From an optimization exercise on the open Yosys and OpenROAD flow, aimed at small area; shortcuts taken in it are not production practice.
The RTL was checked by simulation tests, not by an equivalence proof against the original design.
Power is estimated from default activity; no workload was simulated.

<file path="flow/run.sh">
#!/bin/bash
# Layout flow: the standard flow, except that the port buffers are the
# smallest buffer cell (sky130_fd_sc_hd__buf_1) rather than the one
# buffer_ports picks by default. Each step's full output goes to its own log.
set -euo pipefail
bash standard.sh synth > synth.log 2>&1
bash standard.sh finish 'BUFFER_PORTS_ARGS=-buffer_cell sky130_fd_sc_hd__buf_1' > layout.log 2>&1
</file>
<file path="standard.sh">
#!/bin/bash
# synth_recipe.tcl (not shown) runs the flow's synth.tcl, then flattens the netlist and writes it again
# the make line also repeats each setting of config.mk as NAME=value (left out here)
make -C /OpenROAD-flow-scripts/flow DESIGN_CONFIG=/design/flow/config.mk WORK_HOME=/design/flow/orfs CLKGATE_MAP_FILE= SYNTH_SCRIPT=/design/flow/synth_recipe.tcl "${@:-finish}"
</file>
<file path="config.mk">
export PLATFORM = sky130hd
export DESIGN_NAME = shufflish_core
export DESIGN_NICKNAME = shufflish_core
export VERILOG_FILES = /design/flow/design.v
export SDC_FILE = /design/flow/constraint.sdc
export NUM_CORES = 4
export LEC_CHECK = 0
export ABC_AREA = 1
export CAP_MARGIN = 20
export CORE_MARGIN = 2
export CORE_UTILIZATION = 40
export CTS_CLUSTER_DIAMETER = 100
export CTS_CLUSTER_SIZE = 25
export SLEW_MARGIN = 20
</file>
<file path="constraint.sdc">
create_clock -name core_clock -period 12.0 [get_ports {clk}]
set_input_delay 2.4000 -clock core_clock [delete_from_list [all_inputs] [get_ports {clk}]]
set_output_delay 2.4000 -clock core_clock [all_outputs]
set_load 0.01 [all_outputs]
</file>
<file path="design.v">
module shufflish_core (
    input  wire        clk,
    input  wire        rst_n,
    input  wire        req_valid,
    output wire        req_ready,
    input  wire        req_write,
    input  wire [7:0]  req_addr,
    input  wire [63:0] req_wdata,
    output wire        rsp_valid,
    output wire        rsp_err,
    output wire [63:0] rsp_rdata
);
    localparam integer W  = 4;            
    localparam integer P  = 64 / W;       
    localparam integer PB = 4;            
    localparam [PB-1:0] PLAST = P - 1;
    localparam [63:0] ID_VALUE = 64'h5348_5546_0001_0000;
    localparam [3:0] S_IDLE = 4'd0,  S_COPY = 4'd1,  S_GCD  = 4'd2,  S_CLRU = 4'd3,
                     S_REM  = 4'd4,  S_CORR = 4'd5,  S_EV1  = 4'd7,
                     S_EV2  = 4'd8,  S_EV3  = 4'd9,  S_P1   = 4'd10, S_P2   = 4'd11,
                     S_EVF1 = 4'd12, S_FIN  = 4'd14;
    localparam [1:0] G_SHU = 2'd0, G_SHV = 2'd1, G_SUBV = 2'd2, G_SWP = 2'd3;
    localparam [1:0] X_U2 = 2'd0, X_U = 2'd1, X_A = 2'd2, X_ASH = 2'd3;
    localparam [1:0] Z_0 = 2'd0, Z_A = 2'd1, Z_PRE = 2'd2, Z_POST = 2'd3;
    localparam [1:0] Y_0 = 2'd0, Y_C = 2'd1, Y_NC = 2'd2;
    reg  [PB-1:0] ph;
    wire          phf = (ph == {PB{1'b0}});    
    wire          phl = (ph == PLAST);         
    reg           clr;        
    reg           cfg_z;      
    reg           res_zero;   
    reg [63:0] opa, opb, opc, opd, res, cdom, cpri, cpre, cpost;
    reg [63:0] ra, rb, rc, rd, ru;
    reg [63:0] x;
    reg [3:0]  st;
    reg [5:0]  cw;
    reg        rsv;
    reg [2:0]  ecode;
    reg [3:0]  err, last_op;
    reg        overrun, cfg_valid;
    reg [1:0]  cfg_mode;
    reg [5:0]  cnt;
    reg [1:0]  gop;
    reg        su, sa, sv;    
    reg        c1, c2, c3;    
    reg        cx, cx2;       
    reg        cs, cs2;       
    reg        bbit;          
    reg        a0;            
    reg        gc;            
    reg        fc;            
    reg        fvnz, funz, fun1;
    reg        bus_act, bus_rd, bus_wr, bus_bad;
    reg [3:0]  bus_idx;
    reg        rsp_q, rsp_err_q;
    wire [3:0] op   = cw[3:0];
    wire [1:0] mode = cw[5:4];
    wire       con  = (op == 4'd4);
    assign req_ready = phl & ~bus_act;
    wire       acc      = req_valid & req_ready;
    wire       bad      = (req_addr[2:0] != 3'd0) || (req_addr >= 8'h68);
    wire [3:0] idx      = req_addr[6:3];
    wire       eng_free = (st == S_IDLE) || (st == S_FIN);
    wire       cmd_wr   = acc & req_write & ~bad & (idx == 4'd2);
    wire       cmd_go   = cmd_wr & eng_free;
    wire       cmd_ovr  = cmd_wr & ~eng_free;
    wire       stat_clr = acc & req_write & ~bad & (idx == 4'd1) & req_wdata[3];
    assign rsp_valid = rsp_q;
    assign rsp_err   = rsp_err_q;
    assign rsp_rdata = x;
    wire busy  = (st != S_IDLE);
    wire res_z = busy & con;
    wire [63:0] id_w   = ID_VALUE;
    wire [63:0] stat_w = {44'd0, last_op, 4'd0, err, 4'd0, overrun, 1'b0, cfg_valid, busy};
    wire [63:0] mode_w = {62'd0, cfg_mode};
    reg  [W-1:0] rdd;
    always @(*) begin
        case (bus_idx)
            4'd0:    rdd = id_w[ph*W +: W];
            4'd1:    rdd = stat_w[ph*W +: W];
            4'd3:    rdd = opa[W-1:0];
            4'd4:    rdd = opb[W-1:0];
            4'd5:    rdd = opc[W-1:0];
            4'd6:    rdd = opd[W-1:0];
            4'd7:    rdd = (res_z | res_zero) ? {W{1'b0}} : res[W-1:0];
            4'd8:    rdd = cfg_z ? {W{1'b0}} : cdom[W-1:0];
            4'd9:    rdd = cfg_z ? {W{1'b0}} : cpri[W-1:0];
            4'd10:   rdd = cfg_z ? {W{1'b0}} : cpre[W-1:0];
            4'd11:   rdd = cfg_z ? {W{1'b0}} : cpost[W-1:0];
            4'd12:   rdd = mode_w[ph*W +: W];
            default: rdd = {W{1'b0}};
        endcase
    end
    wire [W-1:0] xh = (bus_act & bus_rd) ? rdd : {W{1'b0}};
    always @(posedge clk)
        x <= {xh, x[63:W]} | (acc ? req_wdata : 64'd0);
    wire [W-1:0] ut = ru[W-1:0];
    wire [W-1:0] vt = res[W-1:0];
    wire [W-1:0] at = ra[W-1:0];
    wire [W-1:0] bt = rb[W-1:0];
    wire [W-1:0] ct = rc[W-1:0];
    wire [W-1:0] dt = rd[W-1:0];
    wire [W-1:0] ush = {phl ? 1'b0 : ru[W],  ut[W-1:1]};    
    wire [W-1:0] vsh = {phl ? 1'b0 : res[W], vt[W-1:1]};    
    wire [W-1:0] ash = {phl ? 1'b0 : ra[W],  at[W-1:1]};    
    reg  [1:0] xsel, zsel, ysel;
    reg        xinv;
    wire [1:0] scr_m   = (st == S_EV3) ? cfg_mode : mode;
    wire       scr_neg = (scr_m == 2'd1) | ((scr_m == 2'd2) & ~a0) | ((scr_m == 2'd3) & a0);
    always @(*) begin
        xsel = X_U; zsel = Z_0; ysel = Y_0; xinv = 1'b0;
        case (st)
            S_REM, S_P1: begin
                xsel = X_U2; ysel = su ? Y_C : Y_NC;
            end
            S_CORR: begin
                xsel = X_U; ysel = su ? Y_C : Y_0;
            end
            S_EV1: begin
                xsel = X_U; zsel = Z_PRE; ysel = su ? Y_0 : Y_NC;
            end
            S_EV2: begin
                xsel = X_A; ysel = sa ? Y_C : Y_0;
            end
            S_P2: begin
                xsel = X_U; zsel = bbit ? Z_A : Z_0; ysel = su ? Y_0 : Y_NC;
            end
            S_EVF1: begin
                xsel = X_U; zsel = Z_POST; ysel = su ? Y_0 : Y_NC;
            end
            S_EV3: begin
                xsel = scr_m[1] ? X_ASH : X_A; xinv = scr_neg; ysel = scr_neg ? Y_C : Y_0;
            end
            S_FIN: begin
                if (op == 4'd2) begin
                    xsel = scr_m[1] ? X_ASH : X_A; xinv = scr_neg; ysel = scr_neg ? Y_C : Y_0;
                end else begin
                    xsel = X_U; ysel = su ? Y_C : Y_0;
                end
            end
            default: ;
        endcase
    end
    wire         inj = (st == S_REM) ? ra[63] : 1'b0;    
    reg  [W-1:0] xd0;
    reg          x64;
    always @(*) begin
        case (xsel)
            X_U2:    begin xd0 = {ut[W-2:0], phf ? inj : cx}; x64 = ut[W-1]; end
            X_U:     begin xd0 = ut;  x64 = su; end
            X_A:     begin xd0 = at;  x64 = sa; end
            default: begin xd0 = ash; x64 = 1'b0; end
        endcase
    end
    wire [W-1:0] xd = xd0 ^ {W{xinv}};
    reg  [W-1:0] zd;
    always @(*) begin
        case (zsel)
            Z_A:     zd = at;
            Z_PRE:   zd = cpre[W-1:0];
            Z_POST:  zd = cpost[W-1:0];
            default: zd = {W{1'b0}};
        endcase
    end
    wire [W-1:0] yd  = (ysel == Y_C) ? ct : (ysel == Y_NC) ? ~ct : {W{1'b0}};
    wire         y64 = (ysel == Y_NC);
    wire [W:0]   s1  = {1'b0, xd} + {1'b0, zd} + {{W{1'b0}}, (phf ? 1'b0 : c1)};
    wire [W:0]   s2  = {1'b0, s1[W-1:0]} + {1'b0, yd} + {{W{1'b0}}, (phf ? y64 : c2)};
    wire [W-1:0] alu = s2[W-1:0];
    wire         sgn = x64 ^ xinv ^ s1[W] ^ y64 ^ s2[W];    
    wire         rem2 = (st == S_REM);
    wire [W-1:0] x2d  = rem2 ? {vt[W-2:0], phf ? rd[63] : cx2} : vt;
    wire         x2_64 = rem2 ? vt[W-1] : sv;
    wire         y2n  = rem2 & ~sv;                  
    wire [W-1:0] y2d  = y2n ? ~ct : (sv ? ct : {W{1'b0}});
    wire [W:0]   s3   = {1'b0, x2d} + {1'b0, y2d} + {{W{1'b0}}, (phf ? y2n : c3)};
    wire [W-1:0] alu2 = s3[W-1:0];
    wire         sgn2 = x2_64 ^ y2n ^ s3[W];
    wire         swp = (gop == G_SWP);
    wire [W-1:0] gp  = swp ? ush : vsh;
    wire [W-1:0] gq  = swp ? vsh : ush;
    wire [W:0]   gs  = {1'b0, gp} + {1'b0, ~gq} + {{W{1'b0}}, (phf ? 1'b1 : gc)};
    wire [W-1:0] gd  = gs[W-1:0];
    reg [W-1:0] uh, vh, ah, bh, chd, dh;
    always @(*) begin
        uh = ut; vh = vt; ah = at; bh = bt; chd = ct; dh = dt;
        case (st)
            S_COPY: begin
                ah  = opa[W-1:0];
                bh  = (op == 4'd3) ? cpri[W-1:0] : opb[W-1:0];
                chd = (op == 4'd3) ? cdom[W-1:0] : opc[W-1:0];
                dh  = opd[W-1:0];
                uh  = con ? opb[W-1:0] : (op == 4'd2) ? opa[W-1:0] : {W{1'b0}};
                vh  = opc[W-1:0];
            end
            S_GCD: begin
                case (gop)
                    G_SHU:   uh = ush;
                    G_SHV:   vh = vsh;
                    G_SUBV:  vh = gd;
                    default: begin uh = vt; vh = gd; end
                endcase
            end
            S_CLRU: begin
                uh = {W{1'b0}};
                vh = {W{1'b0}};
            end
            S_REM: begin
                uh = alu;
                ah = {at[W-2:0], phf ? 1'b0 : cs};
                vh = alu2;
                dh = {dt[W-2:0], phf ? 1'b0 : cs2};
            end
            S_CORR: begin
                ah = alu;
                uh = {W{1'b0}};
                dh = alu2;
            end
            S_EV1: begin
                ah = alu;
                uh = {W{1'b0}};
            end
            S_EV2, S_EV3: ah = alu;
            S_P1: begin
                uh = alu;
                bh = {bt[W-2:0], phf ? 1'b0 : cs};
            end
            S_P2, S_EVF1: uh = alu;
            default: ;
        endcase
    end
    wire [W:0] cmp   = {1'b0, vh} + {1'b0, ~uh} + {{W{1'b0}}, (phf ? 1'b0 : fc)};
    wire       vle_f = ~cmp[W];
    wire       vz_f  = ~((phf ? 1'b0 : fvnz) | (|vh));
    wire       uz_f  = ~((phf ? 1'b0 : funz) | (|uh));
    wire       u1_f  = ~((phf ? 1'b0 : fun1) | (phf ? (uh != {{(W-1){1'b0}}, 1'b1}) : (|uh)));
    wire       c63_f = vh[W-1];
    wire       u0    = ru[W];     
    wire       v0    = res[W];
    wire       con_ok  = con & ~rsv & (ecode == 3'd0);
    wire       inst    = (st == S_FIN) & con_ok;
    wire       fin_val = (st == S_FIN) & (ecode == 3'd0) & ~con;
    wire       wr_pass = bus_act & bus_wr;
    wire [W-1:0] opa_h   = clr ? {W{1'b0}} : (wr_pass && bus_idx == 4'd3) ? x[W-1:0] : opa[W-1:0];
    wire [W-1:0] opb_h   = clr ? {W{1'b0}} : (wr_pass && bus_idx == 4'd4) ? x[W-1:0] : opb[W-1:0];
    wire [W-1:0] opc_h   = clr ? {W{1'b0}} : (wr_pass && bus_idx == 4'd5) ? x[W-1:0] : opc[W-1:0];
    wire [W-1:0] opd_h   = clr ? {W{1'b0}} : (wr_pass && bus_idx == 4'd6) ? x[W-1:0] : opd[W-1:0];
    wire [W-1:0] res_h   = (st == S_FIN) ? (fin_val ? alu : {W{1'b0}}) :
                           res_z ? vh : res[W-1:0];
    wire [W-1:0] cdom_h  = inst ? ct : cdom[W-1:0];
    wire [W-1:0] cpri_h  = inst ? bt : cpri[W-1:0];
    wire [W-1:0] cpre_h  = inst ? at : cpre[W-1:0];
    wire [W-1:0] cpost_h = inst ? dt : cpost[W-1:0];
    always @(posedge clk) begin
        opa   <= {opa_h,   opa[63:W]};
        opb   <= {opb_h,   opb[63:W]};
        opc   <= {opc_h,   opc[63:W]};
        opd   <= {opd_h,   opd[63:W]};
        res   <= {res_h,   res[63:W]};
        cdom  <= {cdom_h,  cdom[63:W]};
        cpri  <= {cpri_h,  cpri[63:W]};
        cpre  <= {cpre_h,  cpre[63:W]};
        cpost <= {cpost_h, cpost[63:W]};
        ra    <= {ah,  ra[63:W]};
        rb    <= {bh,  rb[63:W]};
        rc    <= {chd, rc[63:W]};
        rd    <= {dh,  rd[63:W]};
        ru    <= {uh,  ru[63:W]};
    end
    always @(posedge clk) begin
        c1   <= s1[W];
        c2   <= s2[W];
        c3   <= s3[W];
        cx   <= ut[W-1];
        cx2  <= vt[W-1];
        cs   <= (st == S_REM) ? at[W-1] : bt[W-1];
        cs2  <= dt[W-1];
        gc   <= gs[W];
        fc   <= cmp[W];
        fvnz <= ~vz_f;
        funz <= ~uz_f;
        fun1 <= ~u1_f;
        if (phl) begin
            a0 <= ra[W];
            if (st == S_P1) bbit <= bt[W-1];
            case (st)
                S_COPY:                     su <= 1'b0;
                S_CLRU:                     begin su <= 1'b0; sv <= 1'b0; end
                S_REM:                      begin su <= sgn; sv <= sgn2; end
                S_P1, S_P2, S_EVF1:         su <= sgn;
                S_CORR, S_EV1:              begin sa <= sgn; su <= 1'b0; end
                S_EV2:                      sa <= sgn;
                default: ;
            endcase
            cnt <= (st == S_REM || st == S_P2) ? cnt - 6'd1 :
                   (st == S_P1) ? cnt : 6'd63;
        end
        if (acc) begin
            bus_rd  <= ~req_write & ~bad;
            bus_wr  <= req_write & ~bad;
            bus_bad <= bad;
            bus_idx <= idx;
        end
        if (cmd_go) begin
            cw  <= req_wdata[5:0];
            rsv <= (req_wdata[63:6] != 58'd0);
        end
    end
    wire illegal = rsv
                 || !(op == 4'd1 || op == 4'd2 || op == 4'd3 || op == 4'd4)
                 || ((op == 4'd1 || op == 4'd3) && mode != 2'd0);
    reg [3:0] g_next;       
    reg [1:0] g_op;
    reg       g_fail;
    always @(*) begin
        g_op   = G_SUBV;
        g_fail = 1'b0;
        g_next = S_GCD;
        if (vz_f) begin
            if (u1_f) g_next = S_CLRU;
            else begin g_next = S_FIN; g_fail = 1'b1; end
        end else if (!u0 && !v0) begin
            g_next = S_FIN; g_fail = 1'b1;
        end else if (!u0) g_op = G_SHU;
        else if (!v0)     g_op = G_SHV;
        else if (vle_f)   g_op = G_SWP;
        else              g_op = G_SUBV;
    end
    always @(posedge clk) begin
        if (phl) begin
            gop <= g_op;
            if (st == S_COPY) begin
                if (illegal) ecode <= 3'd1;
                else case (op)
                    4'd1: ecode <= vz_f ? 3'd2 : 3'd0;
                    4'd2: ecode <= (vz_f | vle_f) ? 3'd3 : 3'd0;
                    4'd3: ecode <= cfg_valid ? 3'd0 : 3'd6;
                    default: ecode <= (vz_f | c63_f) ? 3'd4 :
                                      (uz_f | vle_f | g_fail) ? 3'd5 : 3'd0;
                endcase
            end else if (st == S_GCD && g_fail)
                ecode <= 3'd5;
        end
    end
    always @(posedge clk or negedge rst_n) begin
        if (!rst_n) begin
            ph        <= {PB{1'b0}};
            clr       <= 1'b1;
            cfg_z     <= 1'b1;
            res_zero  <= 1'b1;
            bus_act   <= 1'b0;
            rsp_q     <= 1'b0;
            rsp_err_q <= 1'b0;
            st        <= S_IDLE;
            err       <= 4'd0;
            last_op   <= 4'd0;
            overrun   <= 1'b0;
            cfg_valid <= 1'b0;
            cfg_mode  <= 2'd0;
        end else begin
            ph        <= ph + 1'b1;
            if (phl) clr <= 1'b0;
            rsp_q     <= phl & bus_act;
            rsp_err_q <= phl & bus_act & bus_bad;
            if (acc)      bus_act <= 1'b1;
            else if (phl) bus_act <= 1'b0;
            if (stat_clr) overrun <= 1'b0;
            if (cmd_ovr)  overrun <= 1'b1;
            if (phl) begin
                case (st)
                    S_IDLE: if (cmd_go) st <= S_COPY;
                    S_COPY: begin
                        if (illegal) st <= S_FIN;
                        else case (op)
                            4'd1: st <= vz_f ? S_FIN : S_REM;
                            4'd2: st <= S_FIN;
                            4'd3: st <= cfg_valid ? S_REM : S_FIN;
                            default:
                                if (vz_f | c63_f | uz_f | vle_f) st <= S_FIN;
                                else st <= g_next;
                        endcase
                    end
                    S_GCD:  st <= g_next;
                    S_CLRU: st <= S_REM;
                    S_REM:  if (cnt == 6'd0) st <= (op == 4'd3) ? S_EV1 : S_CORR;
                    S_CORR: st <= con ? S_FIN : S_P1;
                    S_EV1:  st <= S_EV2;
                    S_EV2:  st <= S_EV3;
                    S_EV3:  st <= S_P1;
                    S_P1:   st <= S_P2;
                    S_P2:   if (cnt == 6'd0) st <= (op == 4'd3) ? S_EVF1 : S_FIN;
                            else st <= S_P1;
                    S_EVF1: st <= S_FIN;
                    S_FIN: begin
                        res_zero <= 1'b0;
                        if (con_ok) cfg_z <= 1'b0;
                        err     <= {1'b0, ecode};
                        last_op <= op;
                        if (con && !rsv) begin
                            cfg_valid <= (ecode == 3'd0);
                            if (ecode == 3'd0) cfg_mode <= mode;
                        end
                        st <= cmd_go ? S_COPY : S_IDLE;
                    end
                    default: st <= S_IDLE;
                endcase
            end
        end
    end
endmodule
</file>
==> results of run 1 <==
==> cell usage after synthesis, types with 5 or more instances <==
cell type  number
dfxtp_1       972
nand2_1       244
inv_1         188
nor2_1        103
o21ai_0        76
nand3_1        70
a21oi_1        40
o21bai_1       36
a31o_2         31
edfxtp_1       30
ha_1           23
clkbuf_1       22
dfrtp_1        22
nand4_1        20
a211oi_1       19
nor3_1         16
o22ai_1        13
nor4_1         12
xor2_1         12
nand2_2        11
inv_2           8
nor2_2          8
o211ai_1        8
o21ai_1         7
buf_2           6
fa_1            6
nand2_4         6
a31oi_1         5
o221ai_1        5
xnor2_1         5
==> worst register-to-register path, delay by kind of cell (launching register included) <==
| kind | cells | cell delay [ns] |
|---|---|---|
| and+or+nand+nor | 18 | 1.86 |
| AOI/OAI and AO/OA | 5 | 1.20 |
| xor gates and xnor gates | 2 | 0.42 |
| DFF | 1 | 0.46 |
| buffers and inverters | 5 | 0.55 |
| adders and majority gates | 4 | 1.30 |
==> logic make-up (layout without fill, tap and decap cells) <==
logic type | Yosys count | count (layout) | synth area share (%)
compound gates | 269 | 269 | 6.727
xor+xnor | 17 | 17 | 0.5626
fa+ha+maj | 29 | 29 | 1.541
buf+inv | 230 | 419 | 3.333
flops | 1027 | 1027 | 79.30
mux | 2 | 2 | 0.08509
simple gates | 502 | 502 | 8.448
==> routing by layer <==
| metal | routed length [µm] | vias up | track usage [%] | part of all wire, % |
|---|---|---|---|---|
| met2 | 26940 | 359 | 28.24 | 46 |
| li1 | - | 7017 | - | - |
| met1 | 27190 | 6931 | 23.26 | 47 |
| met4 | 1466 | 0 | 4.435 | 2.5 |
| met3 | 2671 | 79 | 2.981 | 4.6 |
| met5 | 0 | - | 0 | 0 |
==> worst min path at each step <==
stage,endpoint,depth (start not counted)
4_1_cts,cdom[19]$_DFF_P_,0
5_1_grt,res[55]$_DFF_P_,0
6_report,res[55]$_DFF_P_,0
3_3_place_gp,res[28]$_DFF_P_,0
3_5_place_dp,cpri[56]$_DFF_P_,0
2_1_floorplan,cdom[0]$_DFF_P_,0
==> power by group through the flow <==
stage | sequential (µW) | clock, µW | combinational (µW)
final | 3440 | 1820 | 46.8
after CTS | 3440 | 1890 | 47.3
after global routing | 3450 | 2010 | 51.2
after global placement | 3520 | 0 | 47.1
after floorplan | 3520 | 0 | 14.0
after detailed placement | 3520 | 0 | 47.2
==> through the flow <==
step / utilization (%) / hold slack (ns)
after floorplan: - / 0.3096
after global placement: 42.69 / 0.3095
after detailed placement: 42.69 / 0.3121
after CTS: 44.89 / 0.3039
after global routing: 44.89 / 0.3128
final: 44.89 / 0.3085
==> area by class of cell <==
cell class,instances,area (µm²),area share [%]
timing repair buffer,151,600.6,2.039
multi-input combinational,819,4603,15.63
clock inverter,11,155.1,0.5267
inverter,198,745.7,2.531
clock buffer,59,1285,4.362
tap,864,1081,3.670
sequential,1027,20990,71.25
==> flow_summary.yaml, run 1 <==
outcome:
  status: "complete, no violations"
power_and_ir_drop:
  p_seq_share_pct: 64.9
  pwr_density_cell_nw_per_um2: 180.1
  max-vdd-ir-drop_mv: 0.1246
  p_sw_uw: 1070
  p_comb_share_pct: 0.9
  p_leak_uw: 0.01223
  total_power_uw: 5307
  p_clk_share_pct: 34.3
  switching_share_pct: 20.16
  internal_power_uw: 4237
clock_network:
  cts-hold-fix-buffers: 0
  clock_sinks: 1027
  htreeDepth: 2
  cts_buffers: 50
  cts.path.max_buffers: 3
  clk_latency_ns: 0.63
  cts_resized: 0
  cts_tree: "done"
  root_buffer: "clkbuf_16"
  cts.clk_slew.worst_paths_ns: 0.10
  cts_setup_buffers: 0
finish:
  drive_above_1_share_pct: 6.887
  final_cell_area_um2: 29460
  layout_commonest_cell: "dfxtp_1"
  layout_common_cells: "dfxtp_1 (972), nand2_1 (244), inv_1 (188)"
  n_antenna_cell: 0
  nets: 2352
  fill_cells: 6034
  finalNonFillerCells: 3129
  area_growth_syn_to_layout_pct: 11.31
min_path:
  min_path_type: "flip-flop to flip-flop"
  hp-start: "res[59]$_DFF_P_"
global_route:
  grt_util_all_layers_pct: 17.08
  first_global_vias: 14050
  grt-ovfl-total: 0
  antenna_found_initial: 0
  grt_max_degree: 37
  grt_pass1_wl_um: 86840
worst_setup_path:
  r2r_cells: 34
  cp_slowest_cell: "dfrtp_1"
  slowest_delay_ns: 0.46
  critPathMostFrequentCell: "nand2_1"
  r2r_slack_ns: 6.09
  r2r_end: "ecode[2]$_SDFFCE_PN1P_"
  critical_path_class: "flip-flop to flip-flop"
  critPathCapture: "ecode[2]$_SDFFCE_PN1P_"
  worstPathArrival_ns: 6.42
  worstPathBufferInverterCount: 5
  critPathTopFamily: "simple AND/OR/NAND/NOR gates"
  crit_start: "st[1]$_DFFE_PN0P_"
  endpoint_kind: "flip-flop"
  path_depth: 34
  crit_fanout: 21
  start_kind: "flip-flop"
  cp_data_required_time_ns: 12.51
  reg2reg_from: "st[1]$_DFFE_PN0P_"
route:
  drt_iter0_drc: 864
  first_pass_iters: 7
  num_vias: 14390
  wl_per_cell_um: 18.62
  finalWirelength_um: 58270
  routed_via_density: 4.598
  drc: 0
  ant_nets: 0
sta:
  tns_ns: 0
  drv_slew: 0
  min_period_ns: 5.912
  rsz0062_at_grt: "no"
  worst_pin_slew_ns: 0.8242
  finalWorstSetupSlack_ns: 6.088
  period_share_pct: 49.26
  slew_headroom_pct: 44.63
  finClkSkew_ns: 0.05083
  finalHoldViolCount: 0
  finalSetupViolations: 0
  fmax_mhz: 169.2
placed_design:
  dpl.hpwl_um: 42820
  portBuffers: 142
  place_congestion: 0.9127
  dpl_worst_slack_ns: 6.145
  place_inst: 3059
  place_area_um2: 28020
logic_synthesis:
  async_flop_share_pct: 2.434
  mappedNetlistArea_um2: 26470
  seq_area_frac_synth_pct: 79.30
  synth_edf_count: 30
  synth.distinct_cells: 57
  synth.avg_cell_area_um2: 12.75
  synth_seq_cells: 1027
  syn-num-nets: 2181
  synth_top_area_share_pct: 73.52
  synth_cells: 2076
  synth_top_flop_cell: "dfxtp_1"
  synthTopCellsByArea: "dfxtp_1 (74%), nand2_1 (3.5%), edfxtp_1 (3.4%)"
  synth_top_cell_by_area: "dfxtp_1"
  yosys_warnings: 1
flow_run:
  drv_cap: 0
die:
  start_util_pct: 40.33
  core-area_um2: 65630
  rows: 94
  io_pins: 143
  dieArea_um2: 68240
  die_w_um: 261.2
  die_y_um: 261.2
==> run 2, diff against run 1 <==
--- a/design.v
+++ b/design.v
@@ -14,6 +14,7 @@
     localparam integer P  = 64 / W;       
     localparam integer PB = 4;            
     localparam [PB-1:0] PLAST = P - 1;
+    localparam [PB-1:0] PPEN  = P - 2;
     localparam [63:0] ID_VALUE = 64'h5348_5546_0001_0000;
     localparam [3:0] S_IDLE = 4'd0,  S_COPY = 4'd1,  S_GCD  = 4'd2,  S_CLRU = 4'd3,
                      S_REM  = 4'd4,  S_CORR = 4'd5,  S_EV1  = 4'd7,
@@ -26,6 +27,7 @@
     reg  [PB-1:0] ph;
     wire          phf = (ph == {PB{1'b0}});    
     wire          phl = (ph == PLAST);         
+    wire          php = (ph == PPEN);          
     reg           clr;        
     reg           cfg_z;      
     reg           res_zero;   
@@ -39,7 +41,9 @@
     reg [3:0]  err, last_op;
     reg        overrun, cfg_valid;
     reg [1:0]  cfg_mode;
-    reg [5:0]  cnt;
+    reg        fst;           
+    reg        fmz;           
+    reg        lastp;         
     reg [1:0]  gop;
     reg        su, sa, sv;    
     reg        c1, c2, c3;    
@@ -50,7 +54,7 @@
     reg        gc;            
     reg        fc;            
     reg        fvnz, funz, fun1;
-    reg        bus_act, bus_rd, bus_wr, bus_bad;
+    reg        bus_act, bus_wr;
     reg [3:0]  bus_idx;
     reg        rsp_q, rsp_err_q;
     wire [3:0] op   = cw[3:0];
@@ -67,17 +71,34 @@
     wire       stat_clr = acc & req_write & ~bad & (idx == 4'd1) & req_wdata[3];
     assign rsp_valid = rsp_q;
     assign rsp_err   = rsp_err_q;
-    assign rsp_rdata = x;
     wire busy  = (st != S_IDLE);
     wire res_z = busy & con;
-    wire [63:0] id_w   = ID_VALUE;
-    wire [63:0] stat_w = {44'd0, last_op, 4'd0, err, 4'd0, overrun, 1'b0, cfg_valid, busy};
-    wire [63:0] mode_w = {62'd0, cfg_mode};
+    reg  [W-1:0] id_d, stat_d;
+    always @(*) begin
+        case (ph)
+            4'd4:    id_d = 4'h1;
+            4'd8:    id_d = 4'h6;
+            4'd9:    id_d = 4'h4;
+            4'd10:   id_d = 4'h5;
+            4'd11:   id_d = 4'h5;
+            4'd12:   id_d = 4'h8;
+            4'd13:   id_d = 4'h4;
+            4'd14:   id_d = 4'h3;
+            4'd15:   id_d = 4'h5;
+            default: id_d = 4'h0;
+        endcase
+        case (ph)
+            4'd0:    stat_d = {overrun, 1'b0, cfg_valid, busy};
+            4'd2:    stat_d = err;
+            4'd4:    stat_d = last_op;
+            default: stat_d = 4'h0;
+        endcase
+    end
     reg  [W-1:0] rdd;
     always @(*) begin
         case (bus_idx)
-            4'd0:    rdd = id_w[ph*W +: W];
-            4'd1:    rdd = stat_w[ph*W +: W];
+            4'd0:    rdd = id_d;
+            4'd1:    rdd = stat_d;
             4'd3:    rdd = opa[W-1:0];
             4'd4:    rdd = opb[W-1:0];
             4'd5:    rdd = opc[W-1:0];
@@ -87,11 +108,12 @@
             4'd9:    rdd = cfg_z ? {W{1'b0}} : cpri[W-1:0];
             4'd10:   rdd = cfg_z ? {W{1'b0}} : cpre[W-1:0];
             4'd11:   rdd = cfg_z ? {W{1'b0}} : cpost[W-1:0];
-            4'd12:   rdd = mode_w[ph*W +: W];
-            default: rdd = {W{1'b0}};
+            4'd12:   rdd = phf ? {2'b00, cfg_mode} : 4'h0;
+            default: rdd = {W{1'b0}};    
         endcase
     end
-    wire [W-1:0] xh = (bus_act & bus_rd) ? rdd : {W{1'b0}};
+    wire [W-1:0] xh = (bus_act & ~bus_wr) ? rdd : {W{1'b0}};
+    assign rsp_rdata = {xh, x[63:W]};
     always @(posedge clk)
         x <= {xh, x[63:W]} | (acc ? req_wdata : 64'd0);
     wire [W-1:0] ut = ru[W-1:0];
@@ -207,7 +229,7 @@
             end
             S_REM: begin
                 uh = alu;
-                ah = {at[W-2:0], phf ? 1'b0 : cs};
+                ah = {at[W-2:0], phf ? fst : cs};
                 vh = alu2;
                 dh = {dt[W-2:0], phf ? 1'b0 : cs2};
             end
@@ -223,7 +245,7 @@
             S_EV2, S_EV3: ah = alu;
             S_P1: begin
                 uh = alu;
-                bh = {bt[W-2:0], phf ? 1'b0 : cs};
+                bh = {bt[W-2:0], phf ? fst : cs};
             end
             S_P2, S_EVF1: uh = alu;
             default: ;
@@ -235,6 +257,9 @@
     wire       uz_f  = ~((phf ? 1'b0 : funz) | (|uh));
     wire       u1_f  = ~((phf ? 1'b0 : fun1) | (phf ? (uh != {{(W-1){1'b0}}, 1'b1}) : (|uh)));
     wire       c63_f = vh[W-1];
+    wire [W-1:0] mks   = (st == S_REM) ? ah : bh;
+    wire       mk_nz = (phf ? 1'b0 : fmz) | (phl ? (|mks[W-2:0]) : (|mks));
+    wire       mk_end = ~mk_nz & mks[W-1];
     wire       u0    = ru[W];     
     wire       v0    = res[W];
     wire       con_ok  = con & ~rsv & (ecode == 3'd0);
@@ -280,6 +305,7 @@
         fvnz <= ~vz_f;
         funz <= ~uz_f;
         fun1 <= ~u1_f;
+        fmz  <= mk_nz;
         if (phl) begin
             a0 <= ra[W];
             if (st == S_P1) bbit <= bt[W-1];
@@ -292,14 +318,12 @@
                 S_EV2:                      sa <= sgn;
                 default: ;
             endcase
-            cnt <= (st == S_REM || st == S_P2) ? cnt - 6'd1 :
-                   (st == S_P1) ? cnt : 6'd63;
+            fst <= ~(st == S_REM || st == S_P1 || st == S_P2);
+            if (st == S_P1) lastp <= mk_end;
         end
         if (acc) begin
-            bus_rd  <= ~req_write & ~bad;
-            bus_wr  <= req_write & ~bad;
-            bus_bad <= bad;
-            bus_idx <= idx;
+            bus_wr  <= req_write;
+            bus_idx <= bad ? 4'hF : idx;
         end
         if (cmd_go) begin
             cw  <= req_wdata[5:0];
@@ -360,8 +384,8 @@
         end else begin
             ph        <= ph + 1'b1;
             if (phl) clr <= 1'b0;
-            rsp_q     <= phl & bus_act;
-            rsp_err_q <= phl & bus_act & bus_bad;
+            rsp_q     <= php & bus_act;
+            rsp_err_q <= php & bus_act & (bus_idx == 4'hF);
             if (acc)      bus_act <= 1'b1;
             else if (phl) bus_act <= 1'b0;
             if (stat_clr) overrun <= 1'b0;
@@ -382,13 +406,13 @@
                     end
                     S_GCD:  st <= g_next;
                     S_CLRU: st <= S_REM;
-                    S_REM:  if (cnt == 6'd0) st <= (op == 4'd3) ? S_EV1 : S_CORR;
+                    S_REM:  if (mk_end) st <= (op == 4'd3) ? S_EV1 : S_CORR;
                     S_CORR: st <= con ? S_FIN : S_P1;
                     S_EV1:  st <= S_EV2;
                     S_EV2:  st <= S_EV3;
                     S_EV3:  st <= S_P1;
                     S_P1:   st <= S_P2;
-                    S_P2:   if (cnt == 6'd0) st <= (op == 4'd3) ? S_EVF1 : S_FIN;
+                    S_P2:   if (lastp) st <= (op == 4'd3) ? S_EVF1 : S_FIN;
                             else st <= S_P1;
                     S_EVF1: st <= S_FIN;
                     S_FIN: begin
==> flow_summary.yaml, run 2 <==
outcome:
  status: "complete, no violations"
clock_network:
  cts_resized: 0
  clk_latency_ns: 0.63
  clock_sinks: 1022
  htreeDepth: 2
  cts.clk_slew.worst_paths_ns: 0.11
  cts-hold-fix-buffers: 0
  cts_buffers: 49
  cts_tree: "done"
  cts.path.max_buffers: 3
  root_buffer: "clkbuf_16"
  cts_setup_buffers: 0
logic_synthesis:
  syn-num-nets: 2203
  synthTopCellsByArea: "dfxtp_1 (73%), nand2_1 (3.5%), edfxtp_1 (2.7%)"
  mappedNetlistArea_um2: 26730
  synth_top_area_share_pct: 72.86
  synth_top_flop_cell: "dfxtp_1"
  synth_top_cell_by_area: "dfxtp_1"
  synth.most_common_cell: "dfxtp_1"
  seq_area_frac_synth_pct: 77.91
  yosys_warnings: 1
  synth_commonest_cells: "dfxtp_1 (973), nand2_1 (251), inv_1 (149)"
  synth.avg_cell_area_um2: 12.74
  synth_cells: 2099
  synth_edf_count: 24
  synth_seq_cells: 1022
  synth.distinct_cells: 57
  async_flop_share_pct: 2.446
die:
  start_util_pct: 40.52
  rows: 94
  die_w_um: 262.5
  core-area_um2: 65980
  dieArea_um2: 68920
  die_y_um: 262.5
  io_pins: 143
route:
  first_pass_iters: 5
  wl_per_cell_um: 18.69
  routed_via_density: 4.624
  drc: 0
  finalWirelength_um: 57600
  drt_iter0_drc: 910
  ant_nets: 0
  num_vias: 14250
global_route:
  grt_max_degree: 63
  grt-ovfl-total: 0
  first_global_vias: 14240
  antenna_found_initial: 1
  grt_util_all_layers_pct: 16.56
  grt_pass1_wl_um: 86570
finish:
  nets: 2307
  area_growth_syn_to_layout_pct: 9.206
  layout_commonest_cell: "dfxtp_1"
  fill_cells: 6090
  final-seq-area_um2: 20830
  multiInputGateArea_um2: 4674
  drive_above_1_share_pct: 9.477
  layout_common_cells: "dfxtp_1 (973), nand2_1 (251), inv_1 (149)"
sta:
  finalSetupViolations: 0
  slew_headroom_pct: 37.63
  worst_pin_slew_ns: 0.9285
  whs_ns: 0.3157
  tns_ns: 0
  period_share_pct: 45.86
  finalHoldViolCount: 0
  finClkSkew_ns: 0.04409
  drv_slew: 0
  rsz0062_at_grt: "no"
  fmax_mhz: 181.7
  min_period_ns: 5.503
min_path:
  hp-start: "opd[9]$_DFF_P_"
  holdPathStages: 0
  hold_end: "opd[5]$_DFF_P_"
  min_path_type: "flip-flop to flip-flop"
power_and_ir_drop:
  p_leak_uw: 0.01201
  max-vdd-ir-drop_mv: 0.1154
  pwr_density_cell_nw_per_um2: 179.8
worst_setup_path:
  slowest_delay_ns: 0.51
  r2r_slack_ns: 6.50
  endpoint_kind: "flip-flop"
  r2r_end: "ecode[2]$_SDFFCE_PN1P_"
  crit_fanout: 8
  r2r_cells: 32
  reg2reg_from: "st[0]$_DFFE_PN0P_"
  worstPathArrival_ns: 5.99
  cp_slowest_cell: "dfrtp_1"
  cp_data_required_time_ns: 12.49
  critical_path_class: "flip-flop to flip-flop"
  critPathMostFrequentCell: "nand2_1"
  start_kind: "flip-flop"
flow_run:
  drv_cap: 0
placed_design:
  place_congestion: 0.9251
  dpl.hpwl_um: 42290
  portBuffers: 142
[run 2: cell types whose count changed in the layout (fill, tap and decap cells not counted), moves of 7 or more]
cell / previous run / this run
nor2_1: 102 / 83
nand3_1: 69 / 52
a31o_2: 31 / 61
inv_1: 188 / 149
o21bai_1: 36 / 2
nand2_1: 244 / 251
[run 2: per-layer routing]
metal  routed length (µm)  vias to the layer above  global-route usage [%]
li1                     -                     6940                       -
met3                 3374                       81                   3.701
met1                25970                     6794                   21.45
met5                    0                        -                       0
met2                26770                      432                   27.77
met4                 1480                        0                   4.800
[run 2: kinds of logic after synthesis]
kind of cell             Yosys count  synth area share (%)
flip-flops                      1022                 77.91
AND/OR/NAND/NOR                  507                 8.962
buffers and inverters            263                 4.624
AO/OA/AOI/OAI                    262                 6.449
adder cells (fa/ha/maj)           28                 1.479
XOR/XNOR                          15                0.4914
multiplexers                       2               0.08424
[run 2: power breakdown]
part | leakage, µW | internal [µW] | switching, µW | total [µW]
Combinational | 0.00292 | 17.4 | 28.8 | 46.2
Clock | 0.000679 | 773 | 1010 | 1780
Sequential | 0.00841 | 3410 | 8.26 | 3420
Total | 0.0120 | 4200 | 1040 | 5250
[run 2: worst max-delay path, delay by kind of cell, from the launching register on]
| family | cells | cell delay, ns |
|---|---|---|
| buffers and inverters | 4 | 0.36 |
| flip-flops | 1 | 0.51 |
| XOR/XNOR | 2 | 0.26 |
| AND/OR/NAND/NOR | 15 | 1.43 |
| AO/OA/AOI/OAI | 7 | 1.22 |
| adder cells (fa/ha/maj) | 4 | 1.56 |
[run 2: final cells by class]
| class | count | area share (%) |
|---|---|---|
| clock inverters | 9 | 0.3986 |
| repair buffers | 150 | 2.036 |
| diodes | 1 | 0.008571 |
| inverters | 166 | 2.151 |
| flip-flops and latches | 1022 | 71.34 |
| multi-input cells | 814 | 16.01 |
| well taps | 864 | 3.703 |
| clock buffers | 55 | 4.350 |
[run 2: per-stage QoR]
stage               util (%)  instance area, µm²  total power (µW)  cells  setup slack, ns
finish                 44.25               29200              5248   3081            6.497
floorplan                  -               26730              3527   2099            7.311
CTS                    44.24               29190              5318   3080            6.523
global route           44.24               29190              5450   3080            6.079
global placement       42.14               27810              3548   3016            6.586
detailed placement     42.14               27810              3548   3016            6.591
[run 2: worst max-delay path by stage]
stage | from | end
floorplan | st[0]$_DFFE_PN0P_ | ecode[2]$_SDFFCE_PN1P_
global placement | cw[2]$_DFFE_PP_ | ecode[2]$_SDFFCE_PN1P_
detailed placement | st[0]$_DFFE_PN0P_ | ecode[2]$_SDFFCE_PN1P_
CTS | cw[1]$_DFFE_PP_ | rsp_rdata[60]
global route | cw[2]$_DFFE_PP_ | ecode[2]$_SDFFCE_PN1P_
finish | st[0]$_DFFE_PN0P_ | ecode[2]$_SDFFCE_PN1P_
==> run 3, diff against run 2 <==
--- a/design.v
+++ b/design.v
@@ -33,7 +33,6 @@
     reg           res_zero;   
     reg [63:0] opa, opb, opc, opd, res, cdom, cpri, cpre, cpost;
     reg [63:0] ra, rb, rc, rd, ru;
-    reg [63:0] x;
     reg [3:0]  st;
     reg [5:0]  cw;
     reg        rsv;
@@ -113,9 +112,13 @@
         endcase
     end
     wire [W-1:0] xh = (bus_act & ~bus_wr) ? rdd : {W{1'b0}};
-    assign rsp_rdata = {xh, x[63:W]};
-    always @(posedge clk)
-        x <= {xh, x[63:W]} | (acc ? req_wdata : 64'd0);
+    reg  [63-W:0] xr;      
+    reg  [W-1:0]  xl;      
+    assign rsp_rdata = {xh, xr};
+    always @(posedge clk) begin
+        xr <= {xh, xr[63-W:W]} | (acc ? req_wdata[63:W] : {(64-W){1'b0}});
+        xl <= xr[W-1:0] | (acc ? req_wdata[W-1:0] : {W{1'b0}});
+    end
     wire [W-1:0] ut = ru[W-1:0];
     wire [W-1:0] vt = res[W-1:0];
     wire [W-1:0] at = ra[W-1:0];
@@ -266,10 +269,10 @@
     wire       inst    = (st == S_FIN) & con_ok;
     wire       fin_val = (st == S_FIN) & (ecode == 3'd0) & ~con;
     wire       wr_pass = bus_act & bus_wr;
-    wire [W-1:0] opa_h   = clr ? {W{1'b0}} : (wr_pass && bus_idx == 4'd3) ? x[W-1:0] : opa[W-1:0];
-    wire [W-1:0] opb_h   = clr ? {W{1'b0}} : (wr_pass && bus_idx == 4'd4) ? x[W-1:0] : opb[W-1:0];
-    wire [W-1:0] opc_h   = clr ? {W{1'b0}} : (wr_pass && bus_idx == 4'd5) ? x[W-1:0] : opc[W-1:0];
-    wire [W-1:0] opd_h   = clr ? {W{1'b0}} : (wr_pass && bus_idx == 4'd6) ? x[W-1:0] : opd[W-1:0];
+    wire [W-1:0] opa_h   = clr ? {W{1'b0}} : (wr_pass && bus_idx == 4'd3) ? xl : opa[W-1:0];
+    wire [W-1:0] opb_h   = clr ? {W{1'b0}} : (wr_pass && bus_idx == 4'd4) ? xl : opb[W-1:0];
+    wire [W-1:0] opc_h   = clr ? {W{1'b0}} : (wr_pass && bus_idx == 4'd5) ? xl : opc[W-1:0];
+    wire [W-1:0] opd_h   = clr ? {W{1'b0}} : (wr_pass && bus_idx == 4'd6) ? xl : opd[W-1:0];
     wire [W-1:0] res_h   = (st == S_FIN) ? (fin_val ? alu : {W{1'b0}}) :
                            res_z ? vh : res[W-1:0];
     wire [W-1:0] cdom_h  = inst ? ct : cdom[W-1:0];
==> flow_summary.yaml, run 3 <==
outcome:
  status: "complete, no violations"
clock_network:
  cts-hold-fix-buffers: 0
  root_buffer: "clkbuf_16"
  cts_setup_buffers: 0
  cts.clk_slew.worst_paths_ns: 0.10
  cts.path.max_buffers: 3
  clock_sinks: 1022
  clk_latency_ns: 0.62
  htreeDepth: 2
  cts_tree: "done"
  cts_resized: 0
  cts_buffers: 47
logic_synthesis:
  synth.avg_cell_area_um2: 12.69
  synth_top_cell_by_area: "dfxtp_1"
  synth.most_common_cell: "dfxtp_1"
  synth_top_flop_cell: "dfxtp_1"
  syn-num-nets: 2167
  synth_edf_count: 24
  synth_seq_cells: 1022
  mappedNetlistArea_um2: 26190
  synth_cells: 2063
  async_flop_share_pct: 2.446
  synth_top_area_share_pct: 74.38
  synth.distinct_cells: 55
  synthTopCellsByArea: "dfxtp_1 (74%), nand2_1 (3.7%), edfxtp_1 (2.8%)"
  seq_area_frac_synth_pct: 79.54
  yosys_warnings: 1
  synth_commonest_cells: "dfxtp_1 (973), nand2_1 (255), inv_1 (188)"
sta:
  finalSetupViolations: 0
  slew_headroom_pct: 39.40
  finalHoldViolCount: 0
  fmax_mhz: 172.1
  finClkSkew_ns: 0.03349
  worst_pin_slew_ns: 0.9065
  period_share_pct: 48.43
  rsz0062_at_grt: "no"
  tns_ns: 0
  min_period_ns: 5.811
  drv_slew: 0
  finalWorstSetupSlack_ns: 6.189
worst_setup_path:
  slowest_delay_ns: 0.48
  critical_path_class: "flip-flop to flip-flop"
  cp_data_required_time_ns: 12.47
  critPathMostFrequentCell: "nand2_1"
  endpoint_kind: "flip-flop"
  crit_fanout: 24
  start_kind: "flip-flop"
  reg2reg_from: "st[0]$_DFFE_PN0P_"
  r2r_slack_ns: 6.19
  worstPathArrival_ns: 6.28
  cp_slowest_cell: "dfrtp_1"
  r2r_end: "ecode[1]$_SDFFCE_PP0P_"
  r2r_cells: 28
die:
  io_pins: 143
  die_y_um: 259.9
  start_util_pct: 40.55
  die_w_um: 259.9
  core-area_um2: 64580
  dieArea_um2: 67530
  rows: 93
global_route:
  first_global_vias: 14140
  grt_pass1_wl_um: 83100
  antenna_found_initial: 0
  grt_max_degree: 41
  grt-ovfl-total: 0
  grt_util_all_layers_pct: 16.34
min_path:
  hold_end: "rd[46]$_DFF_P_"
  min_path_type: "flip-flop to flip-flop"
  holdPathStages: 0
  hp-start: "rd[50]$_DFF_P_"
route:
  ant_nets: 0
  drt_iter0_drc: 833
  wl_per_cell_um: 17.64
  finalWirelength_um: 54640
  num_vias: 14210
  drc: 0
  routed_via_density: 4.586
  first_pass_iters: 5
placed_design:
  portBuffers: 142
  place_congestion: 0.9231
  place_inst: 3038
  dpl.hpwl_um: 40140
  dpl_worst_slack_ns: 6.254
finish:
  nets: 2336
  finalNonFillerCells: 3098
  layout_commonest_cell: "dfxtp_1"
  fill_cells: 5924
  area_growth_syn_to_layout_pct: 10.99
  layout_common_cells: "dfxtp_1 (973), nand2_1 (255), inv_1 (188)"
  drive_above_1_share_pct: 6.197
  n_antenna_cell: 0
power_and_ir_drop:
  total_power_uw: 5213
  max-vdd-ir-drop_mv: 0.1069
  pwr_density_cell_nw_per_um2: 179.4
  p_leak_uw: 0.01211
flow_run:
  drv_cap: 0
run 3: cell count changes in the layout (fill, tap and decap cells not counted), moves of 7 or more:
cell | before | now
a31o_2 | 61 | 25
inv_1 | 149 | 188
nor2_1 | 83 | 98
nand3_1 | 52 | 66
nor2_2 | 12 | 5
o221ai_1 | 3 | 10
o21bai_1 | 2 | 37
nor4_1 | 17 | 9
run 3: worst max path at each step:
stage / from / end / slack [ns]
floorplan: st[0]$_DFFE_PN0P_ / ecode[2]$_SDFFCE_PN1P_ / 7.35
global placement: st[0]$_DFFE_PN0P_ / ecode[2]$_SDFFCE_PN1P_ / 6.27
detailed placement: st[0]$_DFFE_PN0P_ / ecode[1]$_SDFFCE_PP0P_ / 6.25
CTS: st[0]$_DFFE_PN0P_ / ecode[1]$_SDFFCE_PP0P_ / 6.21
global route: st[0]$_DFFE_PN0P_ / ecode[1]$_SDFFCE_PP0P_ / 5.63
finish: st[0]$_DFFE_PN0P_ / ecode[1]$_SDFFCE_PP0P_ / 6.19
run 3: cells by family (layout without fill, tap and decap cells):
| logic type | Yosys count | after routing | synth area share (%) |
|---|---|---|---|
| simple gates | 505 | 505 | 8.586 |
| fa+ha+maj | 28 | 28 | 1.510 |
| flops | 1022 | 1022 | 79.54 |
| xor+xnor | 16 | 16 | 0.5351 |
| mux | 1 | 1 | 0.04300 |
| compound gates | 260 | 260 | 6.441 |
| buf+inv | 231 | 411 | 3.345 |
run 3: layer usage:
| metal | global-route usage (%) | vias up | share of wire (%) |
|---|---|---|---|
| li1 | - | 6929 | - |
| met1 | 21.27 | 6759 | 45 |
| met2 | 27.05 | 426 | 46 |
| met3 | 3.363 | 92 | 6.0 |
| met4 | 5.603 | 0 | 3.2 |
| met5 | 0 | - | 0 |
run 3: final cells by class:
cell class                 count  area, µm²  share of cell area (%)
timing repair buffer         152      608.1                   2.092
clock buffer                  55       1249                   4.296
multi-input combinational    810       4482                   15.42
clock inverter                 5      80.08                  0.2755
sequential                  1022      20830                   71.66
tap                          855       1070                   3.681
inverter                     199      747.0                   2.570
run 3: power by group:
group,leakage [µW],total [µW],switching (µW),internal [µW]
logic,0.00305,45.2,28.2,17.0
clock network,0.000648,1750,979,767
registers,0.00841,3420,8.73,3410
run 3: critical path, delay by kind of cell, from the launching register on:
family,cells,cell delay [ns]
and+or+nand+nor,13,2.03
adders and majority gates,4,1.33
AOI/OAI and AO/OA,6,0.95
xor gates and xnor gates,3,0.68
DFF,1,0.48
buffers and inverters,2,0.20
run 3: metrics by stage:
stage,util (%),area [µm²],hold slack [ns]
floorplan,-,26190,0.3096
global placement,42.95,27740,0.3095
detailed placement,42.95,27740,0.3121
CTS,45.00,29060,0.3117
global route,45.00,29060,0.3182
finish,45.00,29060,0.3134
==> run 4, diff against run 3 <==
==> flow/run.sh (replaced) <==
#!/bin/bash
# Layout flow: the standard flow (standard synthesis, floorplan, power
# grid, placement, routing) with two changes:
#  - the port buffers are the smallest buffer cell, sky130_fd_sc_hd__buf_1,
#    rather than the one buffer_ports picks by default;
#  - clock tree synthesis inserts no dummy loads and uses smaller buffers for
#    the upper levels of the tree (clkbuf_8 root, clkbuf_4 tree); the leaf
#    buffers and their sink clusters stay as TritonCTS chooses them.
# Each step's full output goes to its own log file in this folder.
set -euo pipefail
bash standard.sh synth > synth.log 2>&1
bash standard.sh finish \
  'BUFFER_PORTS_ARGS=-buffer_cell sky130_fd_sc_hd__buf_1' \
  'CTS_ARGS=-sink_clustering_enable -repair_clock_nets -dont_use_dummy_load -sink_clustering_size 28 -sink_clustering_max_diameter 90 -tree_buf sky130_fd_sc_hd__clkbuf_4 -root_buf sky130_fd_sc_hd__clkbuf_8' \
  > layout.log 2>&1
--- a/config.mk
+++ b/config.mk
@@ -9,6 +9,6 @@
 export CAP_MARGIN = 20
 export CORE_MARGIN = 2
 export CORE_UTILIZATION = 40
-export CTS_CLUSTER_DIAMETER = 100
-export CTS_CLUSTER_SIZE = 25
+export CTS_CLUSTER_DIAMETER = 90
+export CTS_CLUSTER_SIZE = 28
 export SLEW_MARGIN = 20
==> flow_summary.yaml, run 4 <==
global_route:
  antenna_found_initial: 1
  grt-ovfl-total: 0
  grt_max_degree: 41
  grt_util_all_layers_pct: 16.27
  first_global_vias: 14010
  grt_pass1_wl_um: 82650
worst_setup_path:
  critPathMostFrequentCell: "nand2_1"
  r2r_slack_ns: 6.21
  cp_slowest_cell: "dfrtp_1"
  reg2reg_from: "st[0]$_DFFE_PN0P_"
  start_kind: "flip-flop"
  r2r_cells: 28
  cp_data_required_time_ns: 12.53
  crit_fanout: 24
  slowest_delay_ns: 0.46
  endpoint_kind: "flip-flop"
  worstPathArrival_ns: 6.31
  r2r_end: "ecode[1]$_SDFFCE_PP0P_"
  critical_path_class: "flip-flop to flip-flop"
logic_synthesis:
  synth_top_area_share_pct: 74.38
  synth_cells: 2063
  synth_seq_cells: 1022
  synth.most_common_cell: "dfxtp_1"
  synth_commonest_cells: "dfxtp_1 (973), nand2_1 (255), inv_1 (188)"
  mappedNetlistArea_um2: 26190
  yosys_warnings: 1
  synthTopCellsByArea: "dfxtp_1 (74%), nand2_1 (3.7%), edfxtp_1 (2.8%)"
  synth.distinct_cells: 55
  seq_area_frac_synth_pct: 79.54
  synth_top_flop_cell: "dfxtp_1"
  synth_edf_count: 24
  syn-num-nets: 2167
  async_flop_share_pct: 2.446
  synth_top_cell_by_area: "dfxtp_1"
  synth.avg_cell_area_um2: 12.69
clock_network:
  cts.path.max_buffers: 3
  cts_setup_buffers: 0
  cts_buffers: 45
  root_buffer: "clkbuf_8"
  cts_tree: "done"
  clk_latency_ns: 0.72
  cts.clk_slew.worst_paths_ns: 0.10
  clock_sinks: 1022
  cts_resized: 0
  htreeDepth: 2
  cts-hold-fix-buffers: 0
route:
  routed_via_density: 4.579
  met1_length_um: 24790
  drc: 0
  num_vias: 14120
  top_layer_used: "met5"
  wl_met2_um: 24770
  ant_nets: 0
  wl_per_cell_um: 17.73
  first_pass_iters: 5
  drt_iter0_drc: 819
  finalWirelength_um: 54650
  met3_length_um: 3089
finish:
  fin_util_pct: 44.60
  area_growth_syn_to_layout_pct: 10.00
  n_antenna_cell: 0
  layout_common_cells: "dfxtp_1 (973), nand2_1 (255), inv_1 (188)"
  drive_above_1_share_pct: 5.835
  final_cell_area_um2: 28810
  nets: 2334
  layout_commonest_cell: "dfxtp_1"
  fill_cells: 5936
  final-seq-area_um2: 20830
  finalNonFillerCells: 3083
  multiInputGateArea_um2: 4482
placed_design:
  place_congestion: 0.9231
  place_area_um2: 27740
  portBuffers: 142
  dpl.hpwl_um: 40140
  place_inst: 3038
sta:
  period_share_pct: 48.23
  fmax_mhz: 172.8
  finalSetupViolations: 0
  finalHoldViolCount: 0
  min_period_ns: 5.788
  rsz0062_at_grt: "no"
  drv_slew: 0
  finClkSkew_ns: 0.07023
  tns_ns: 0
  worst_pin_slew_ns: 0.8674
  slew_headroom_pct: 42.01
  whs_ns: 0.2520
min_path:
  holdPathStages: 0
  hp-start: "opc[30]$_DFF_P_"
  hold_end: "opc[26]$_DFF_P_"
  min_path_type: "flip-flop to flip-flop"
die:
  rows: 93
  core-area_um2: 64580
  die_y_um: 259.9
  start_util_pct: 40.55
  die_w_um: 259.9
  io_pins: 143
  dieArea_um2: 67530
power_and_ir_drop:
  pwr_density_cell_nw_per_um2: 174.9
  max-vdd-ir-drop_mv: 0.1282
  p_leak_uw: 0.01199
flow_run:
  drv_cap: 0
outcome:
  status: "complete, no violations"
[run 4: worst max path at each step]
stage,cells after the start,slack [ns],start,to
2_1_floorplan,30,7.35,st[0]$_DFFE_PN0P_,ecode[2]$_SDFFCE_PN1P_
3_3_place_gp,30,6.27,st[0]$_DFFE_PN0P_,ecode[2]$_SDFFCE_PN1P_
3_5_place_dp,28,6.25,st[0]$_DFFE_PN0P_,ecode[1]$_SDFFCE_PP0P_
4_1_cts,12,6.22,ph[0]$_DFF_PN0_,rsp_rdata[60]
5_1_grt,28,5.65,st[0]$_DFFE_PN0P_,ecode[1]$_SDFFCE_PP0P_
6_report,28,6.21,st[0]$_DFFE_PN0P_,ecode[1]$_SDFFCE_PP0P_
[run 4: cell type report]
| class | count | share of cell area (%) |
|---|---|---|
| clock buffer | 45 | 3.714 |
| multi-input combinational | 810 | 15.56 |
| inverter | 199 | 2.593 |
| sequential | 1022 | 72.31 |
| timing repair buffer | 152 | 2.111 |
| tap | 855 | 3.714 |
[run 4: through the flow]
step	power, µW	worst slack (ns)
floorplan	3516	7.351
global placement	3548	6.273
detailed placement	3547	6.254
CTS	5102	6.224
global route	5227	5.645
finish	5039	6.212
[run 4: cell families (layout without fill, tap and decap cells)]
| logic type | count (synthesis) | in the layout | share of synthesized area, % |
|---|---|---|---|
| xor gates and xnor gates | 16 | 16 | 0.5351 |
| and+or+nand+nor | 505 | 505 | 8.586 |
| adders and majority gates | 28 | 28 | 1.510 |
| muxes | 1 | 1 | 0.04300 |
| buffers and inverters | 231 | 396 | 3.345 |
| DFF | 1022 | 1022 | 79.54 |
| AOI/OAI and AO/OA | 260 | 260 | 6.441 |
[run 4: metal layers]
metal  vias up  GRT usage, %
li1       6908             -
met1      6669         21.38
met2       431         26.71
met3       106         3.070
met4         2         6.003
met5         -             0
[run 4: report_power, final]
part           switching [µW]  total [µW]  internal (µW)
logic                    28.2        45.3           17.0
registers                8.73        3420           3410
clock network             941        1570            629
[run 4: critical path, delay by kind of cell (launching register included)]
kind,cells,cell delay (ns)
adder cells (fa/ha/maj),4,1.34
XOR/XNOR,3,0.68
buffers and inverters,2,0.20
AO/OA/AOI/OAI,6,0.93
AND/OR/NAND/NOR,13,2.03
flip-flops,1,0.46
==> run 5, diff against run 4 <==
--- a/design.v
+++ b/design.v
@@ -42,7 +42,6 @@
     reg [1:0]  cfg_mode;
     reg        fst;           
     reg        fmz;           
-    reg        lastp;         
     reg [1:0]  gop;
     reg        su, sa, sv;    
     reg        c1, c2, c3;    
@@ -260,7 +259,7 @@
     wire       uz_f  = ~((phf ? 1'b0 : funz) | (|uh));
     wire       u1_f  = ~((phf ? 1'b0 : fun1) | (phf ? (uh != {{(W-1){1'b0}}, 1'b1}) : (|uh)));
     wire       c63_f = vh[W-1];
-    wire [W-1:0] mks   = (st == S_REM) ? ah : bh;
+    wire [W-1:0] mks   = (st == S_REM) ? ah : bt;
     wire       mk_nz = (phf ? 1'b0 : fmz) | (phl ? (|mks[W-2:0]) : (|mks));
     wire       mk_end = ~mk_nz & mks[W-1];
     wire       u0    = ru[W];     
@@ -322,7 +321,6 @@
                 default: ;
             endcase
             fst <= ~(st == S_REM || st == S_P1 || st == S_P2);
-            if (st == S_P1) lastp <= mk_end;
         end
         if (acc) begin
             bus_wr  <= req_write;
@@ -415,7 +413,7 @@
                     S_EV2:  st <= S_EV3;
                     S_EV3:  st <= S_P1;
                     S_P1:   st <= S_P2;
-                    S_P2:   if (lastp) st <= (op == 4'd3) ? S_EVF1 : S_FIN;
+                    S_P2:   if (mk_end) st <= (op == 4'd3) ? S_EVF1 : S_FIN;
                             else st <= S_P1;
                     S_EVF1: st <= S_FIN;
                     S_FIN: begin
--- a/flow/run.sh
+++ b/flow/run.sh
@@ -3,9 +3,9 @@
 # grid, placement, routing) with two changes:
 #  - the port buffers are the smallest buffer cell, sky130_fd_sc_hd__buf_1,
 #    rather than the one buffer_ports picks by default;
-#  - clock tree synthesis inserts no dummy loads and uses smaller buffers for
-#    the upper levels of the tree (clkbuf_8 root, clkbuf_4 tree); the leaf
-#    buffers and their sink clusters stay as TritonCTS chooses them.
+#  - clock tree synthesis inserts no dummy loads, clusters up to 28 sinks
+#    within 90 um per leaf buffer, and uses smaller buffers for the upper
+#    levels of the tree (clkbuf_8 root, clkbuf_4 tree).
 # Each step's full output goes to its own log file in this folder.
 set -euo pipefail
 bash standard.sh synth > synth.log 2>&1
==> flow_summary.yaml, run 5 <==
finish:
  drive_above_1_share_pct: 5.780
  nets: 2338
  layout_common_cells: "dfxtp_1 (973), nand2_1 (256), inv_1 (193)"
  area_growth_syn_to_layout_pct: 10.15
  fill_cells: 6013
  finalNonFillerCells: 3089
  layout_commonest_cell: "dfxtp_1"
die:
  core-area_um2: 64580
  die_w_um: 259.7
  rows: 93
  io_pins: 143
  die_y_um: 259.7
  start_util_pct: 40.48
  dieArea_um2: 67420
route:
  ant_nets: 0
  wl_per_cell_um: 17.86
  finalWirelength_um: 55170
  first_pass_iters: 6
  drc: 0
  num_vias: 14080
  routed_via_density: 4.557
  drt_iter0_drc: 960
outcome:
  status: "complete, no violations"
logic_synthesis:
  mappedNetlistArea_um2: 26140
  synth_top_cell_by_area: "dfxtp_1"
  synth_top_flop_cell: "dfxtp_1"
  synth_commonest_cells: "dfxtp_1 (973), nand2_1 (256), inv_1 (193)"
  seq_area_frac_synth_pct: 79.56
  synth.avg_cell_area_um2: 12.67
  synth.distinct_cells: 53
  synth_cells: 2063
  syn-num-nets: 2167
  synth_top_area_share_pct: 74.51
  yosys_warnings: 1
  async_flop_share_pct: 2.449
  synthTopCellsByArea: "dfxtp_1 (75%), nand2_1 (3.7%), inv_1 (2.8%)"
  synth.most_common_cell: "dfxtp_1"
  synth_edf_count: 23
  synth_seq_cells: 1021
power_and_ir_drop:
  max-vdd-ir-drop_mv: 0.1032
  pwr_density_cell_nw_per_um2: 175.0
  p_leak_uw: 0.01201
sta:
  worst_pin_slew_ns: 0.8195
  rsz0062_at_grt: "no"
  drv_slew: 0
  slew_headroom_pct: 45.24
  period_share_pct: 49.27
  finalSetupViolations: 0
  min_period_ns: 5.912
  finalHoldViolCount: 0
  fmax_mhz: 169.1
  tns_ns: 0
  finClkSkew_ns: 0.1120
clock_network:
  cts_resized: 0
  cts_setup_buffers: 0
  clk_latency_ns: 0.74
  cts_buffers: 46
  cts.clk_slew.worst_paths_ns: 0.09
  root_buffer: "clkbuf_8"
  clock_sinks: 1021
  cts.path.max_buffers: 3
  htreeDepth: 2
  cts_tree: "done"
  cts-hold-fix-buffers: 0
worst_setup_path:
  critical_path_class: "flip-flop to flip-flop"
  start_kind: "flip-flop"
  slowest_delay_ns: 0.48
  endpoint_kind: "flip-flop"
  cp_slowest_cell: "fa_1"
  cp_data_required_time_ns: 12.57
  crit_fanout: 8
  critPathMostFrequentCell: "nand2_1"
  worstPathArrival_ns: 6.48
global_route:
  first_global_vias: 13840
  grt-ovfl-total: 0
  antenna_found_initial: 1
  grt_pass1_wl_um: 82700
  grt_max_degree: 42
  grt_util_all_layers_pct: 16.36
placed_design:
  place_congestion: 0.9440
  portBuffers: 142
  dpl.hpwl_um: 40550
  place_inst: 3041
min_path:
  min_path_type: "flip-flop to flip-flop"
flow_run:
  drv_cap: 0
## run 5: cell types whose count changed after synthesis, moves of 4 or more
cell      before  now
nand3_1       66   60
a21oi_1       43   39
o221ai_1      10    4
inv_1        188  193
o21ai_0       78   83
nor3_1        16   10
nor2_1        98  111
o21bai_1      37   41
## run 5: worst paths after layout
check	slack [ns]	cells after the start	to	startpoint
worst min-delay path	0.28	0	rd[57]$_DFF_P_	rd[61]$_DFF_P_
worst max register to register	6.09	29	ecode[1]$_SDFFCE_PP0P_	st[0]$_DFFE_PN0P_
max in group asynchronous	9.96	2	cfg_z$_DFFE_PN1P_	rst_n
worst min register to register	0.28	0	rd[57]$_DFF_P_	rd[61]$_DFF_P_
min in group asynchronous	1.66	2	overrun$_DFFE_PN0P_	rst_n
worst max-delay path	6.09	29	ecode[1]$_SDFFCE_PP0P_	st[0]$_DFFE_PN0P_
## run 5: report_power, final
part / internal (µW) / leakage [µW] / switching [µW] / total, µW
Clock: 643 / 0.000541 / 936 / 1580
Sequential: 3410 / 0.00842 / 7.06 / 3420
Combinational: 16.5 / 0.00305 / 29.0 / 45.6
## run 5: routing by layer
metal,wire length (µm),share of wire (%),up-vias,GRT usage (%)
li1,-,-,6896,-
met1,25220,46,6683,21.79
met2,25030,45,419,26.79
met3,3246,5.9,80,3.216
met4,1679,3.0,0,5.364
met5,0,0,-,0
## run 5: kinds of logic (layout without fill, tap and decap cells)
group | Yosys count | in the layout | share of synthesized area, %
xor gates and xnor gates | 16 | 16 | 0.5647
adders and majority gates | 28 | 28 | 1.512
DFF | 1021 | 1021 | 79.56
and+or+nand+nor | 504 | 504 | 8.390
buffers and inverters | 230 | 399 | 3.388
AOI/OAI and AO/OA | 262 | 262 | 6.500
muxes | 2 | 2 | 0.08614
other | 0 | 2 | 0
## run 5: cell type report
| class | count | area, µm² | area share (%) |
|---|---|---|---|
| tap | 855 | 1070 | 3.715 |
| antenna | 2 | 5.005 | 0.01738 |
| inverter | 200 | 752.0 | 2.611 |
| multi-input combinational | 812 | 4461 | 15.49 |
| timing repair buffer | 153 | 615.6 | 2.138 |
| sequential | 1021 | 20800 | 72.23 |
| clock buffer | 46 | 1095 | 3.802 |
## run 5: worst max-delay path, delay by kind of cell, from the launching register on
family / cells / cell delay [ns]
simple gates: 13 / 1.60
fa+ha+maj: 4 / 1.56
compound gates: 7 / 1.51
flops: 1 / 0.47
xor+xnor: 2 / 0.34
buf+inv: 3 / 0.28
## run 5: metrics by stage
stage	hold slack [ns]	util [%]	worst slack, ns	area [µm²]	power (µW)
finish	0.2768	44.59	6.088	28800	5041
global route	0.2721	44.59	5.617	28790	5230
CTS	0.2741	44.58	6.185	28790	5106
detailed placement	0.3121	42.89	6.184	27700	3541
global placement	0.3096	42.89	6.266	27700	3542
floorplan	0.3096	-	7.143	26140	3510

what the ideal ports hide:
The flow's constraints put no driver on any port. The routed layouts listed below were extracted and timed again, unchanged, in two steps. Step 1 (the two cells are an assumption about what drives the block):
set clk [get_ports {clk}]
set_driving_cell -lib_cell sky130_fd_sc_hd__clkbuf_16 $clk
set_driving_cell -lib_cell sky130_fd_sc_hd__buf_2 [delete_from_list [all_inputs] $clk]
Step 2, shift: input delay + t, output delay - t, t = (earliest + latest rising clock arrival at the registers) / 2. This alone moves slack from input paths to output paths. Three values: no drivers, after step 1, after step 2; two values: the first two.
run	t (ns)	setup WS [ns]	worst setup path after step 2	clock arrival spread, ns	pins driven straight from the clock port
run 1	0.661	6.088 / 6.088 / 6.088	register to register	0.052 / 0.053	1
run 2	0.665	6.497 / 6.471 / 6.497	register to register	0.047 / 0.047	1
run 3	0.663	6.189 / 6.189 / 6.189	register to register	0.042 / 0.043	1
run 4	0.740	6.212 / 6.212 / 6.212	register to register	0.075 / 0.074	1
run 5	0.736	6.088 / 6.088 / 6.088	register to register	0.115 / 0.116	1
After both steps every run listed still meets setup and hold.
